This design comes from an exercise in tuning for small area and a short achievable clock period on the open sky130 flow, not from production work.
At most, simulation tests tie the RTL to the original design; equivalence was not proved.

==> module osc_bank, before the edit <==
module osc_bank #(
    parameter N      = 16,
    parameter D      = 4,
    parameter ADDR_W = 5
) (
    input  wire              clk,
    input  wire              rst,            
    input  wire [ADDR_W-1:0] address,
    input  wire              select,         
    input  wire [3:0]        mask,
    input  wire [15:0]       data_in,
    input  wire              write_enable,
    input  wire              update,
    output reg  [15:0]       data_out,
    output wire              write_error,
    output wire              read_error
);
    localparam [1:0] W_RAMP = 2'b00, W_SQUARE = 2'b01, W_TRI = 2'b10, W_SINE = 2'b11;
    reg [15:0] inc_r   [0:15];
    reg [15:0] acc_r   [0:15];
    reg [1:0]  wave_r  [0:15];
    reg        dir_r   [0:15];
    reg [15:0] sin_r   [0:15];
    reg [15:0] cos_r   [0:15];
    reg        zr_r    [0:15];    
    reg        zs_r    [0:15];
    reg [3:0]  pval_r  [0:15];
    reg [3:0]  pmask_r [0:15];
    reg [3:0] cursor;
    reg        p0_v, p1_v, p2_v, p3_v;
    reg [3:0]  p0_t, p1_t, p2_t, p3_t;
    reg [15:0] p0_inc, p0_sin, p0_cos;
    reg [15:0] p1_s, p1_c, p2_s, p2_c, p3_s, p3_c;
    wire        busy   = (cursor != 4'd0);
    wire        svc    = busy | update;
    wire [15:0] s_inc  = inc_r[cursor];
    wire [15:0] s_acc  = acc_r[cursor];
    wire [1:0]  s_wave = wave_r[cursor];
    wire        s_dir  = dir_r[cursor];
    wire [3:0]  s_pv   = pval_r[cursor];
    wire [3:0]  s_pm   = pmask_r[cursor];
    wire        s_zr   = zr_r[cursor];
    wire        s_zs   = zs_r[cursor];
    wire [15:0] s_sin  = s_zr ? 16'h0000 : sin_r[cursor];
    wire [15:0] s_cos  = s_zr ? {s_zs, 15'h4000} : cos_r[cursor];
    wire        s_tri  = (s_wave == W_TRI);
    wire [16:0] step   = s_tri ? {s_inc, 1'b0} : {1'b0, s_inc};
    wire [16:0] sum    = {1'b0, s_acc} + step;
    wire        ovf    = sum[16];
    wire        dir1   = s_dir ^ (ovf & s_tri);
    wire        rr     = s_pm[0] & s_pv[0];
    wire [1:0]  wave2  = (s_wave & ~s_pm[3:2]) | (s_pv[3:2] & s_pm[3:2]);
    wire        dir2   = s_pm[1] ? s_pv[1] : dir1;
    wire [15:0] acc2   = rr ? 16'h0000 : sum[15:0];
    wire        issue  = svc & (s_wave == W_SINE) & ~rr;
    wire [15:0] ld_acc  = rst ? 16'h0000 : acc2;
    wire [1:0]  ld_wave = rst ? W_RAMP : wave2;
    wire        ld_dir  = ~rst & dir2;
    wire        ld_zs   = ~rst & dir2;
    wire [15:0] new_sin, new_cos;
    osc_mac_s u_mac_s (.x(p0_cos),  .y(p0_inc), .a(p0_sin), .r(new_sin));
    osc_mac_c u_mac_c (.x(~p0_sin), .y(p0_inc), .a(p0_cos), .r(new_cos));
    wire addr_ok = ~address[4];
    wire wr_ok   = write_enable & addr_ok;
    assign write_error = write_enable & ~addr_ok;
    assign read_error  = ~addr_ok;
    wire [15:0] ld_inc = rst ? 16'h0000 : data_in;
    genvar x;
    generate
        for (x = 0; x < 16; x = x + 1) begin : g_osc
            wire serviced = (cursor == x) & ((x != 0) | update);
            wire wb_here  = p3_v & (p3_t == x);
            wire wr_here  = wr_ok & (address[3:0] == x);
            always @(posedge clk) begin
                if (rst | serviced) begin
                    acc_r[x]  <= ld_acc;
                    wave_r[x] <= ld_wave;
                    dir_r[x]  <= ld_dir;
                end
                if (rst | (serviced & rr)) begin
                    zr_r[x] <= 1'b1;
                    zs_r[x] <= ld_zs;
                end else if (wb_here) begin
                    zr_r[x] <= 1'b0;
                end
                if (wb_here) begin
                    sin_r[x] <= p3_s;
                    cos_r[x] <= p3_c;
                end
                if (rst | (wr_here & ~select))
                    inc_r[x] <= ld_inc;
                if (rst) begin
                    pval_r[x]  <= 4'b0000;
                    pmask_r[x] <= 4'b0000;
                end else if (wr_here & select) begin
                    pval_r[x]  <= (pval_r[x] & ~mask) | (data_in[3:0] & mask);
                    pmask_r[x] <= (serviced ? 4'b0000 : pmask_r[x]) | mask;
                end else if (serviced) begin
                    pmask_r[x] <= 4'b0000;
                end
            end
        end
    endgenerate
    always @(posedge clk) begin
        p0_v <= ~rst & issue;
        p1_v <= ~rst & p0_v;
        p2_v <= ~rst & p1_v;
        p3_v <= ~rst & p2_v;
        p0_t   <= cursor;
        p0_inc <= s_inc;
        p0_sin <= s_sin;
        p0_cos <= s_cos;
        p1_t <= p0_t;  p1_s <= new_sin; p1_c <= new_cos;
        p2_t <= p1_t;  p2_s <= p1_s;    p2_c <= p1_c;
        p3_t <= p2_t;  p3_s <= p2_s;    p3_c <= p2_c;
    end
    always @(posedge clk) begin
        if (rst)
            cursor <= 4'd0;
        else if (svc)
            cursor <= cursor + 4'd1;
    end
    wire [3:0]  r_idx  = address[3:0];
    wire [15:0] r_acc  = acc_r[r_idx];
    wire        r_dir  = dir_r[r_idx];
    wire [1:0]  r_wave = wave_r[r_idx];
    wire [15:0] r_sin  = zr_r[r_idx] ? 16'h0000 : sin_r[r_idx];
    always @(*) begin
        case (r_wave)
            W_RAMP, W_TRI: data_out = (r_acc ^ {16{r_dir}}) + {15'b0, r_dir};
            W_SQUARE:      data_out = {r_acc[15] ^ r_dir, 15'b0};
            default:       data_out = r_sin;
        endcase
    end
endmodule
Settings: LEC_CHECK=0, CAP_MARGIN=20, CELL_PAD_IN_SITES_DETAIL_PLACEMENT=1, CELL_PAD_IN_SITES_GLOBAL_PLACEMENT=2, CORE_MARGIN=2, CORE_UTILIZATION=25, PLACE_DENSITY=0.4, SLEW_MARGIN=20; clock period 13.0 ns.
run.sh (not shown) runs the stock make flow with config.mk's settings and CLKGATE_MAP_FILE= SYNTH_SCRIPT=/design/flow/synth_recipe.tcl, a recipe that flattens the netlist after the stock synthesis.
Change:
--- a/flow/design.v
+++ b/flow/design.v
@@ -18,5 +18,6 @@
     localparam [1:0] W_RAMP = 2'b00, W_SQUARE = 2'b01, W_TRI = 2'b10, W_SINE = 2'b11;
     reg [15:0] inc_r   [0:15];
-    reg [15:0] acc_r   [0:15];
+    reg [15:0] disp_r  [0:15];    
+    reg        sq_r    [0:15];    
     reg [1:0]  wave_r  [0:15];
     reg        dir_r   [0:15];
@@ -35,5 +36,5 @@
     wire        svc    = busy | update;
     wire [15:0] s_inc  = inc_r[cursor];
-    wire [15:0] s_acc  = acc_r[cursor];
+    wire [15:0] s_disp = disp_r[cursor];
     wire [1:0]  s_wave = wave_r[cursor];
     wire        s_dir  = dir_r[cursor];
@@ -46,13 +47,19 @@
     wire        s_tri  = (s_wave == W_TRI);
     wire [16:0] step   = s_tri ? {s_inc, 1'b0} : {1'b0, s_inc};
-    wire [16:0] sum    = {1'b0, s_acc} + step;
-    wire        ovf    = sum[16];
+    wire [15:0] s_m    = s_disp ^ {16{s_dir}};
+    wire [16:0] sum    = {1'b0, s_m} + step + {16'b0, s_dir};
+    wire        ovf    = sum[16] ^ (s_dir & (s_disp == 16'h0000));
     wire        dir1   = s_dir ^ (ovf & s_tri);
+    wire [15:0] ka     = s_m ^ step[15:0] ^ {16{~s_dir}};
+    wire [15:0] kb     = (s_m & step[15:0]) | ({16{~s_dir}} & (s_m | step[15:0]));
+    wire [15:0] sumd   = ka + {kb[14:0], 1'b0};
     wire        rr     = s_pm[0] & s_pv[0];
     wire [1:0]  wave2  = (s_wave & ~s_pm[3:2]) | (s_pv[3:2] & s_pm[3:2]);
     wire        dir2   = s_pm[1] ? s_pv[1] : dir1;
-    wire [15:0] acc2   = rr ? 16'h0000 : sum[15:0];
+    wire [15:0] disp2  = rr ? 16'h0000 : (dir2 ? ~sumd : sum[15:0]);
+    wire        sq2    = rr ? dir2 : (sum[15] ^ dir2);
     wire        issue  = svc & (s_wave == W_SINE) & ~rr;
-    wire [15:0] ld_acc  = rst ? 16'h0000 : acc2;
+    wire [15:0] ld_disp = rst ? 16'h0000 : disp2;
+    wire        ld_sq   = ~rst & sq2;
     wire [1:0]  ld_wave = rst ? W_RAMP : wave2;
     wire        ld_dir  = ~rst & dir2;
@@ -74,5 +81,6 @@
             always @(posedge clk) begin
                 if (rst | serviced) begin
-                    acc_r[x]  <= ld_acc;
+                    disp_r[x] <= ld_disp;
+                    sq_r[x]   <= ld_sq;
                     wave_r[x] <= ld_wave;
                     dir_r[x]  <= ld_dir;
@@ -121,16 +129,15 @@
             cursor <= cursor + 4'd1;
     end
-    wire [3:0]  r_idx  = address[3:0];
-    wire [15:0] r_acc  = acc_r[r_idx];
-    wire        r_dir  = dir_r[r_idx];
-    wire [1:0]  r_wave = wave_r[r_idx];
-    wire [15:0] r_sin  = zr_r[r_idx] ? 16'h0000 : sin_r[r_idx];
-    always @(*) begin
-        case (r_wave)
-            W_RAMP, W_TRI: data_out = (r_acc ^ {16{r_dir}}) + {15'b0, r_dir};
-            W_SQUARE:      data_out = {r_acc[15] ^ r_dir, 15'b0};
-            default:       data_out = r_sin;
-        endcase
-    end
+    wire [15:0] o_word [0:15];
+    generate
+        for (x = 0; x < 16; x = x + 1) begin : g_out
+            wire show_sin  = (wave_r[x] == W_SINE) & ~zr_r[x];
+            wire show_ramp = ~wave_r[x][0];
+            wire show_sq   = (wave_r[x] == W_SQUARE) & sq_r[x];
+            assign o_word[x] = ({16{show_sin}} & sin_r[x]) | ({16{show_ramp}} & disp_r[x]) |
+                               {show_sq, 15'b0};
+        end
+    endgenerate
+    always @(*) data_out = o_word[address[3:0]];
 endmodule
 module osc_mac_s (
The changed run went through all stages and came out clean.
Clock skew came out lower by 0.046 ns.
Setup slack gets better by 1.5 ns.
Design area came out higher by a few percent.
Wire length came out higher by about a fifth.
Clock-buffer cell count came out higher by 11.
Fmax came out higher by about a fifth.
Flip-flop and latch count came out higher by 16.
Critical path depth came out higher by 11.
Sequential share of layout area came out lower by 0.76 points.
Hold slack gets better by 0.10 ns.
Function not checked in the second run of this note: the RTL went through the layout flow alone.

---

Another version of the RTL of osc_bank (not shown whole).
Size: ~5700 cells after synthesis, about 1400 flip-flops, ~48 I/O pins.
Design osc_bank, start of the top module:
module osc_bank #(
    parameter N      = 16,
    parameter D      = 4,
    parameter ADDR_W = 5
) (
    input  wire              clk,
    input  wire              rst,            
    input  wire [ADDR_W-1:0] address,
    input  wire              select,         
    input  wire [3:0]        mask,
    input  wire [15:0]       data_in,
    input  wire              write_enable,
    input  wire              update,
    output reg  [15:0]       data_out,
    output wire              write_error,
    output wire              read_error
);
==> flow/config.mk <==
export PLATFORM = sky130hd
export DESIGN_NAME = osc_bank
export DESIGN_NICKNAME = osc_bank
export VERILOG_FILES = /design/flow/design.v
export SDC_FILE = /design/flow/constraint.sdc
export NUM_CORES = 4
export LEC_CHECK = 0
export CAP_MARGIN = 20
export CELL_PAD_IN_SITES_DETAIL_PLACEMENT = 1
export CELL_PAD_IN_SITES_GLOBAL_PLACEMENT = 2
export CORE_MARGIN = 2
export CORE_UTILIZATION = 55
export CTS_BUF_LIST = sky130_fd_sc_hd__clkbuf_8
export PLACE_DENSITY = 0.7
export SLEW_MARGIN = 20
==> flow/constraint.sdc <==
create_clock -name core_clock -period 13.0 [get_ports {clk}]
set_input_delay 2.6000 -clock core_clock [delete_from_list [all_inputs] [get_ports {clk}]]
set_output_delay 2.6000 -clock core_clock [all_outputs]
set_load 0.01 [all_outputs]
standard.sh (not shown) runs the stock make flow with config.mk's settings and CLKGATE_MAP_FILE= SYNTH_SCRIPT=/design/flow/synth_recipe.tcl, a recipe that flattens the netlist after the stock synthesis.
==> flow/flow/run.sh <==
#!/bin/bash
# Standard layout (the standard.sh, standard synthesis), with two
# changes: the port buffers are buf_4 cells instead of the flow's default
# pick (a slow delay buffer), and timing repair aims for 6 ns of setup
# slack. All tool output goes to standard.log in this folder.
set -euo pipefail
export BUFFER_PORTS_ARGS="-buffer_cell sky130_fd_sc_hd__buf_4"
export SETUP_SLACK_MARGIN=6
bash standard.sh > standard.log 2>&1
Next try:
--- a/flow/design.v
+++ b/flow/design.v
@@ -88,51 +88,49 @@
     wire [15:0] new_cos = p1_ca + p1_cb + {15'b0, p1_cc};
     wire addr_ok = ~address[4];
     wire wr_ok   = write_enable & addr_ok;
     assign write_error = write_enable & ~addr_ok;
     assign read_error  = ~addr_ok;
     wire [15:0] ld_inc = rst ? 16'h0000 : data_in;
     genvar x;
     generate
         for (x = 0; x < 16; x = x + 1) begin : g_osc
             wire serviced = cur[x] & ((x != 0) | update);
             wire wb_here  = p3_v & (p3_t == x);
             wire wc_here  = p1_v & (p1_t == x);
-            integer b;
             wire wr_here  = wr_ok & (address[3:0] == x);
             always @(posedge clk) begin
                 if (rst | serviced) begin
                     disp_r[x] <= ld_disp;
                     sq_r[x]   <= ld_sq;
                     wave_r[x] <= ld_wave;
                     dir_r[x]  <= ld_dir;
                 end
                 if (rst | (serviced & rr)) begin
                     zr_r[x] <= 1'b1;
                     zs_r[x] <= ld_zs;
                 end else if (wb_here) begin
                     zr_r[x] <= 1'b0;
                 end
                 if (wb_here)
                     sin_r[x] <= p3_s;
                 if (wc_here)
                     cos_r[x] <= new_cos;
                 if (rst | (wr_here & ~select))
                     inc_r[x] <= ld_inc;
-                for (b = 0; b < 4; b = b + 1)
-                    if (wr_here & select & mask[b])
-                        pval_r[x][b] <= data_in[b];
                 if (rst) begin
+                    pval_r[x]  <= 4'b0000;
                     pmask_r[x] <= 4'b0000;
                 end else if (wr_here & select) begin
+                    pval_r[x]  <= (pval_r[x] & ~mask) | (data_in[3:0] & mask);
                     pmask_r[x] <= (serviced ? 4'b0000 : pmask_r[x]) | mask;
                 end else if (serviced) begin
                     pmask_r[x] <= 4'b0000;
                 end
             end
         end
     endgenerate
     always @(posedge clk) begin
         p0_v <= ~rst & issue;
         p1_v <= ~rst & p0_v;
         p2_v <= ~rst & p1_v;
         p3_v <= ~rst & p2_v;
=> The new run finished with timing, DRC and antenna clean; die area stays flat; cell count rose by 2.0%; routed wire length rose by 0.67%; core utilization rose by 0.32 points; worst setup slack loses 0.059 ns; final area rose by 0.64%; clock-buffer cell count rose by 14; critical path depth is unchanged; global-route usage fell by 0.36 points; fmax fell by 0.83%.

[separate check: timing with driven ports]
No port has a modelled driver above. Below, the same layouts with a new extraction and two added sets of constraints.
Step 1 assumes that a clkbuf_16 drives the clock port and a buf_2 every other input.
Step 2, shift: input delay + t, output delay - t, t = (earliest + latest rising clock arrival at the registers) / 2. This alone moves slack from input paths to output paths.
Three values: no drivers, after step 1, after step 2; two values: the first two.
| run | t (ns) | slack for setup (ns) | hold slack, ns | worst setup path at the end | slew at the worst register clock pin (ns) |
|---|---|---|---|---|---|
| the first run of note 1 | 0.924 | 2.261 / 2.234 / 2.234 | 0.214 / 0.214 / 0.214 | input to output | 0.07 / 0.07 |
| the second run of note 1 | 0.945 | 3.744 / 3.744 / 3.744 | 0.317 / 0.317 / 0.317 | register to register | 0.07 / 0.07 |
| the first run of note 2 | 1.089 | 5.966 / 5.855 / 5.855 | 0.324 / 0.324 / 0.324 | input to output | 0.08 / 0.08 |
| the second run of note 2 | 1.101 | 5.907 / 5.778 / 5.778 | 0.309 / 0.309 / 0.309 | input to output | 0.08 / 0.08 |
After both steps setup and hold are still met in every run listed. The setup slack of the second run of note 2, which loses most, moves by -0.129 ns with the drivers and by -0.129 ns with both steps.
